Background: an optimization exercise with open tools, aiming at small area, a short achievable clock period and few clock cycles. Do not read the settings as production practice.
The RTL was checked by simulation tests, not by an equivalence proof against the original design.
Power is estimated from default activity; no workload was simulated.

==> inputs of v31 <==
==> flow/design.v <==
module pin_mapper (
    input  wire         clk,
    input  wire         rst,
    input  wire         cfg_we,
    input  wire [7:0]   cfg_vpin,     
    input  wire         cfg_valid,
    input  wire [1:0]   cfg_slot,
    input  wire [5:0]   cfg_local,    
    input  wire [3:0]   bound,
    input  wire         cmd_valid,
    output wire         cmd_ready,
    input  wire [7:0]   cmd_op,
    input  wire [159:0] cmd_data,
    output reg          rsp_valid,
    output reg  [7:0]   rsp_status,
    output wire [159:0] rsp_data,
    output reg  [15:0]  rsp_err_pin,
    output reg  [7:0]   rsp_err_slot
);
    localparam NPINS = 160;
    localparam OP_RESOLVE       = 8'h01;
    localparam OP_PINS_FOR_SLOT = 8'h02;
    localparam OP_FAN_OUT       = 8'h03;
    localparam OP_AGGREGATE     = 8'h04;
    localparam ST_OK            = 8'h00;
    localparam ST_UNMAPPED      = 8'h03;
    localparam ST_UNBOUND       = 8'h04;
    localparam ST_ILLEGAL       = 8'h07;
    localparam S_IDLE    = 2'd0;
    localparam S_RESOLVE = 2'd1;
    localparam S_WALK    = 2'd2;
    reg       tbl_map  [0:NPINS-1];
    reg [1:0] tbl_slot [0:NPINS-1];
    reg [5:0] tbl_lidx [0:NPINS-1];    
    wire cfg_in_range  = (cfg_vpin >= 8'd1) && (cfg_vpin <= 8'd160);
    wire cfg_local_ok  = (cfg_local >= 6'd1) && (cfg_local <= 6'd40);
    wire [7:0] cfg_idx = cfg_vpin - 8'd1;
    always @(posedge clk) begin
        if (cfg_we && cfg_in_range) begin
            tbl_map[cfg_idx]  <= cfg_valid && cfg_local_ok;
            tbl_slot[cfg_idx] <= cfg_slot;
            tbl_lidx[cfg_idx] <= cfg_local - 6'd1;
        end
    end
    reg [1:0]   state;
    reg [7:0]   op;
    reg [159:0] arg;
    reg [7:0]   idx;
    reg [159:0] res;
    assign cmd_ready = (state == S_IDLE);
    assign rsp_data  = res;
    localparam K = 4;
    wire [7:0] r_idx  = arg[7:0] - 8'd1;
    wire       r_map  = tbl_map[r_idx];
    wire [1:0] r_slot = tbl_slot[r_idx];
    wire [5:0] r_lidx = tbl_lidx[r_idx];
    wire last = (idx == NPINS - K);
    reg [159:0] n_res;
    reg [7:0]   n_status;
    reg [15:0]  n_pin;
    reg [7:0]   n_slot;
    reg         n_err;
    reg [7:0]   ij;
    reg         jm;
    reg [1:0]   js;
    reg [5:0]   jl;
    reg [7:0]   jf;
    integer j;
    always @* begin
        n_res = res; n_status = rsp_status; n_pin = rsp_err_pin; n_slot = rsp_err_slot; n_err = 1'b0;
        for (j = 0; j < K; j = j + 1) begin
            ij = idx + j;
            jm = tbl_map[ij];
            js = tbl_slot[ij];
            jl = tbl_lidx[ij];
            jf = {6'd0, js} * 8'd40 + {2'd0, jl};
            case (op)
            OP_PINS_FOR_SLOT: n_res[ij] = jm && (js == arg[1:0]);
            OP_FAN_OUT: if (!n_err && arg[ij]) begin
                    if (!jm) begin
                        n_status = ST_UNMAPPED; n_pin = {8'd0, ij} + 16'd1; n_slot = 8'hFF; n_err = 1'b1;
                    end else if (!bound[js]) begin
                        n_status = ST_UNBOUND; n_pin = {8'd0, ij} + 16'd1; n_slot = {6'd0, js}; n_err = 1'b1;
                    end else begin
                        n_res[jf] = 1'b1;
                    end
                end
            default: n_res[ij] = jm && bound[js] && arg[jf];
            endcase
        end
    end
    always @(posedge clk) begin
        if (rst) begin
            state     <= S_IDLE;
            rsp_valid <= 1'b0;
        end else begin
            rsp_valid <= 1'b0;
            case (state)
            S_IDLE: begin
                if (cmd_valid) begin
                    op           <= cmd_op;
                    arg          <= cmd_data;
                    idx          <= 8'd0;
                    res          <= 160'd0;
                    rsp_status   <= ST_OK;
                    rsp_err_pin  <= 16'd0;
                    rsp_err_slot <= 8'hFF;
                    case (cmd_op)
                    OP_RESOLVE: begin
                        if (cmd_data[15:0] >= 16'd1 && cmd_data[15:0] <= 16'd160) begin
                            state <= S_RESOLVE;
                        end else begin
                            rsp_status  <= ST_UNMAPPED;
                            rsp_err_pin <= cmd_data[15:0];
                            rsp_valid   <= 1'b1;
                        end
                    end
                    OP_PINS_FOR_SLOT: begin
                        if (cmd_data[7:0] < 8'd4) begin
                            state <= S_WALK;
                        end else begin
                            rsp_status <= ST_ILLEGAL;
                            rsp_valid  <= 1'b1;
                        end
                    end
                    OP_FAN_OUT, OP_AGGREGATE: begin
                        state <= S_WALK;
                    end
                    default: begin
                        rsp_status <= ST_ILLEGAL;
                        rsp_valid  <= 1'b1;
                    end
                    endcase
                end
            end
            S_RESOLVE: begin
                if (r_map) begin
                    res <= {144'd0, 2'b00, r_lidx + 6'd1, 6'd0, r_slot};
                end else begin
                    rsp_status  <= ST_UNMAPPED;
                    rsp_err_pin <= arg[15:0];
                end
                rsp_valid <= 1'b1;
                state     <= S_IDLE;
            end
            S_WALK: begin
                idx          <= idx + K;
                res          <= n_res;
                rsp_status   <= n_status;
                rsp_err_pin  <= n_pin;
                rsp_err_slot <= n_slot;
                if (last || n_err) begin
                    rsp_valid <= 1'b1;
                    state     <= S_IDLE;
                end
            end
            default: state <= S_IDLE;
            endcase
        end
    end
endmodule
==> flow/run.sh <==
#!/bin/bash
# synth_recipe.tcl (not shown) runs the flow's synth.tcl, then flattens the netlist and writes it again
# the make line also repeats each setting of config.mk as NAME=value (left out here)
make -C /OpenROAD-flow-scripts/flow DESIGN_CONFIG=/design/flow/config.mk WORK_HOME=/design/flow/orfs CLKGATE_MAP_FILE= SYNTH_SCRIPT=/design/flow/synth_recipe.tcl finish
==> flow/config.mk <==
export PLATFORM = sky130hd
export DESIGN_NAME = pin_mapper
export DESIGN_NICKNAME = pin_mapper
export VERILOG_FILES = /design/flow/design.v
export SDC_FILE = /design/flow/constraint.sdc
export NUM_CORES = 4
export LEC_CHECK = 0
export CAP_MARGIN = 20
export CORE_MARGIN = 2
export CORE_UTILIZATION = 40
export SLEW_MARGIN = 20
==> flow/constraint.sdc <==
create_clock -name core_clock -period 10.0 [get_ports {clk}]
set_input_delay 2.0000 -clock core_clock [delete_from_list [all_inputs] [get_ports {clk}]]
set_output_delay 2.0000 -clock core_clock [all_outputs]
set_load 0.01 [all_outputs]
==> v24 (differences from v31) <==
==> flow/design.v, changed modules only <==
module pin_mapper (
    input  wire         clk,
    input  wire         rst,
    input  wire         cfg_we,
    input  wire [7:0]   cfg_vpin,     
    input  wire         cfg_valid,
    input  wire [1:0]   cfg_slot,
    input  wire [5:0]   cfg_local,    
    input  wire [3:0]   bound,
    input  wire         cmd_valid,
    output wire         cmd_ready,
    input  wire [7:0]   cmd_op,
    input  wire [159:0] cmd_data,
    output reg          rsp_valid,
    output reg  [7:0]   rsp_status,
    output wire [159:0] rsp_data,
    output reg  [15:0]  rsp_err_pin,
    output reg  [7:0]   rsp_err_slot
);
    localparam NPINS = 160;
    localparam OP_RESOLVE       = 8'h01;
    localparam OP_PINS_FOR_SLOT = 8'h02;
    localparam OP_FAN_OUT       = 8'h03;
    localparam OP_AGGREGATE     = 8'h04;
    localparam ST_OK            = 8'h00;
    localparam ST_UNMAPPED      = 8'h03;
    localparam ST_UNBOUND       = 8'h04;
    localparam ST_ILLEGAL       = 8'h07;
    localparam S_IDLE    = 2'd0;
    localparam S_RESOLVE = 2'd1;
    localparam S_WALK    = 2'd2;
    reg       tbl_map  [0:NPINS-1];
    reg [1:0] tbl_slot [0:NPINS-1];
    reg [5:0] tbl_lidx [0:NPINS-1];    
    wire cfg_in_range  = (cfg_vpin >= 8'd1) && (cfg_vpin <= 8'd160);
    wire cfg_local_ok  = (cfg_local >= 6'd1) && (cfg_local <= 6'd40);
    wire [7:0] cfg_idx = cfg_vpin - 8'd1;
    always @(posedge clk) begin
        if (cfg_we && cfg_in_range) begin
            tbl_map[cfg_idx]  <= cfg_valid && cfg_local_ok;
            tbl_slot[cfg_idx] <= cfg_slot;
            tbl_lidx[cfg_idx] <= cfg_local - 6'd1;
        end
    end
    reg [1:0]   state;
    reg [7:0]   op;
    reg [159:0] arg;
    reg [7:0]   idx;
    reg [159:0] res;
    assign cmd_ready = (state == S_IDLE);
    assign rsp_data  = res;
    wire [7:0] rd_idx   = (state == S_RESOLVE) ? (arg[7:0] - 8'd1) : idx;
    wire       e_map    = tbl_map[rd_idx];
    wire [1:0] e_slot   = tbl_slot[rd_idx];
    wire [5:0] e_lidx   = tbl_lidx[rd_idx];
    wire [7:0] e_flat   = {6'd0, e_slot} * 8'd40 + {2'd0, e_lidx};
    wire       e_bound  = bound[e_slot];
    wire       last     = (idx == NPINS - 1);
    wire [15:0] pin_num = {8'd0, idx} + 16'd1;
    always @(posedge clk) begin
        if (rst) begin
            state     <= S_IDLE;
            rsp_valid <= 1'b0;
        end else begin
            rsp_valid <= 1'b0;
            case (state)
            S_IDLE: begin
                if (cmd_valid) begin
                    op           <= cmd_op;
                    arg          <= cmd_data;
                    idx          <= 8'd0;
                    res          <= 160'd0;
                    rsp_status   <= ST_OK;
                    rsp_err_pin  <= 16'd0;
                    rsp_err_slot <= 8'hFF;
                    case (cmd_op)
                    OP_RESOLVE: begin
                        if (cmd_data[15:0] >= 16'd1 && cmd_data[15:0] <= 16'd160) begin
                            state <= S_RESOLVE;
                        end else begin
                            rsp_status  <= ST_UNMAPPED;
                            rsp_err_pin <= cmd_data[15:0];
                            rsp_valid   <= 1'b1;
                        end
                    end
                    OP_PINS_FOR_SLOT: begin
                        if (cmd_data[7:0] < 8'd4) begin
                            state <= S_WALK;
                        end else begin
                            rsp_status <= ST_ILLEGAL;
                            rsp_valid  <= 1'b1;
                        end
                    end
                    OP_FAN_OUT, OP_AGGREGATE: begin
                        state <= S_WALK;
                    end
                    default: begin
                        rsp_status <= ST_ILLEGAL;
                        rsp_valid  <= 1'b1;
                    end
                    endcase
                end
            end
            S_RESOLVE: begin
                if (e_map) begin
                    res <= {144'd0, 2'b00, e_lidx + 6'd1, 6'd0, e_slot};
                end else begin
                    rsp_status  <= ST_UNMAPPED;
                    rsp_err_pin <= arg[15:0];
                end
                rsp_valid <= 1'b1;
                state     <= S_IDLE;
            end
            S_WALK: begin
                idx <= idx + 8'd1;
                if (last) begin
                    rsp_valid <= 1'b1;
                    state     <= S_IDLE;
                end
                case (op)
                OP_PINS_FOR_SLOT: begin
                    res[idx] <= e_map && (e_slot == arg[1:0]);
                end
                OP_FAN_OUT: begin
                    if (arg[idx]) begin
                        if (!e_map) begin
                            rsp_status   <= ST_UNMAPPED;
                            rsp_err_pin  <= pin_num;
                            rsp_err_slot <= 8'hFF;
                            rsp_valid    <= 1'b1;
                            state        <= S_IDLE;
                        end else if (!e_bound) begin
                            rsp_status   <= ST_UNBOUND;
                            rsp_err_pin  <= pin_num;
                            rsp_err_slot <= {6'd0, e_slot};
                            rsp_valid    <= 1'b1;
                            state        <= S_IDLE;
                        end else begin
                            res[e_flat] <= 1'b1;
                        end
                    end
                end
                default: begin  
                    res[idx] <= e_map && e_bound && arg[e_flat];
                end
                endcase
            end
            default: state <= S_IDLE;
            endcase
        end
    end
endmodule
==> qor summary <==
| metric | v31 | v24 |
|---|---|---|
| Final weighted congestion of routability-driven global placement | 1.12 | 0.918 |
| Number of antenna violations at the first check in global routing | 190 | 15 |
| Core Footprint | 0.372 mm2 | 0.200 mm2 |
| Number of global-route vias before repair | 133000 | 51300 |
| Cells on worst reg2reg path | 30 | 23 |
| Count of flip-flops with a built-in enable after synthesis | 1808 | 1797 |
| Height of the chip | 616 um | 452 um |
| Netlist cell types | 130 | 110 |
| Largest net degree at the start of global routing | 161 | 169 |
| Non-Filler Instances | 17600 | 8634 |
| Hold path endpoint | rsp_status[7] | rsp_err_pin[12] |
| Basic-gate share of the synthesized area counting and, or, nand and nor cells | 0.0897 | 0.0933 |
| Proportion of total power due to net switching | 0.422 | 0.244 |
| Most common library cell in the layout ignoring fill and taps | mux4_2 | edfxtp_1 |
| Relative area change from synthesis to final layout | 16.8% | 16.3% |
| Critical hold path startpoint | rsp_status[7] | arg[12] |
| FMAX | 97.7 MHz | 108 MHz |
| Main power group | combinational logic | sequential cells |
| Final Core Density | 0.470 | 0.468 |
| GR Util met2 | 0.725 | 0.383 |
| Result of the run | complete, but fails checks | complete, no violations |
| Reasons for failing layout checks | setup timing | - |
Testbench counts of v31, summed over its fixed seeds: cycles 35,234.
Testbench counts of v24, summed over its fixed seeds: cycles 137,714.

[separate check: timing with driven ports]
In the flow no input, the clock included, has a driving cell. The finished layouts below were timed again as built, in two steps.
Step 1 assumes that a clkbuf_16 drives the clock port and a buf_2 every other input.
Step 2 times the ports against the registers' clock, not the clock port: input delays grow and output delays shrink by t, the midpoint of the rising clock arrivals with the driver on.
Three values: no drivers, after step 1, after step 2; two values: the first two.
run | t, ns | setup WS [ns] | worst data-port slew with drivers (ns)
v31 | 1.143 | -0.240 / -0.240 / -0.240 | 0.28
v24 | 0.931 | 0.771 / 0.771 / 0.771 | 0.19
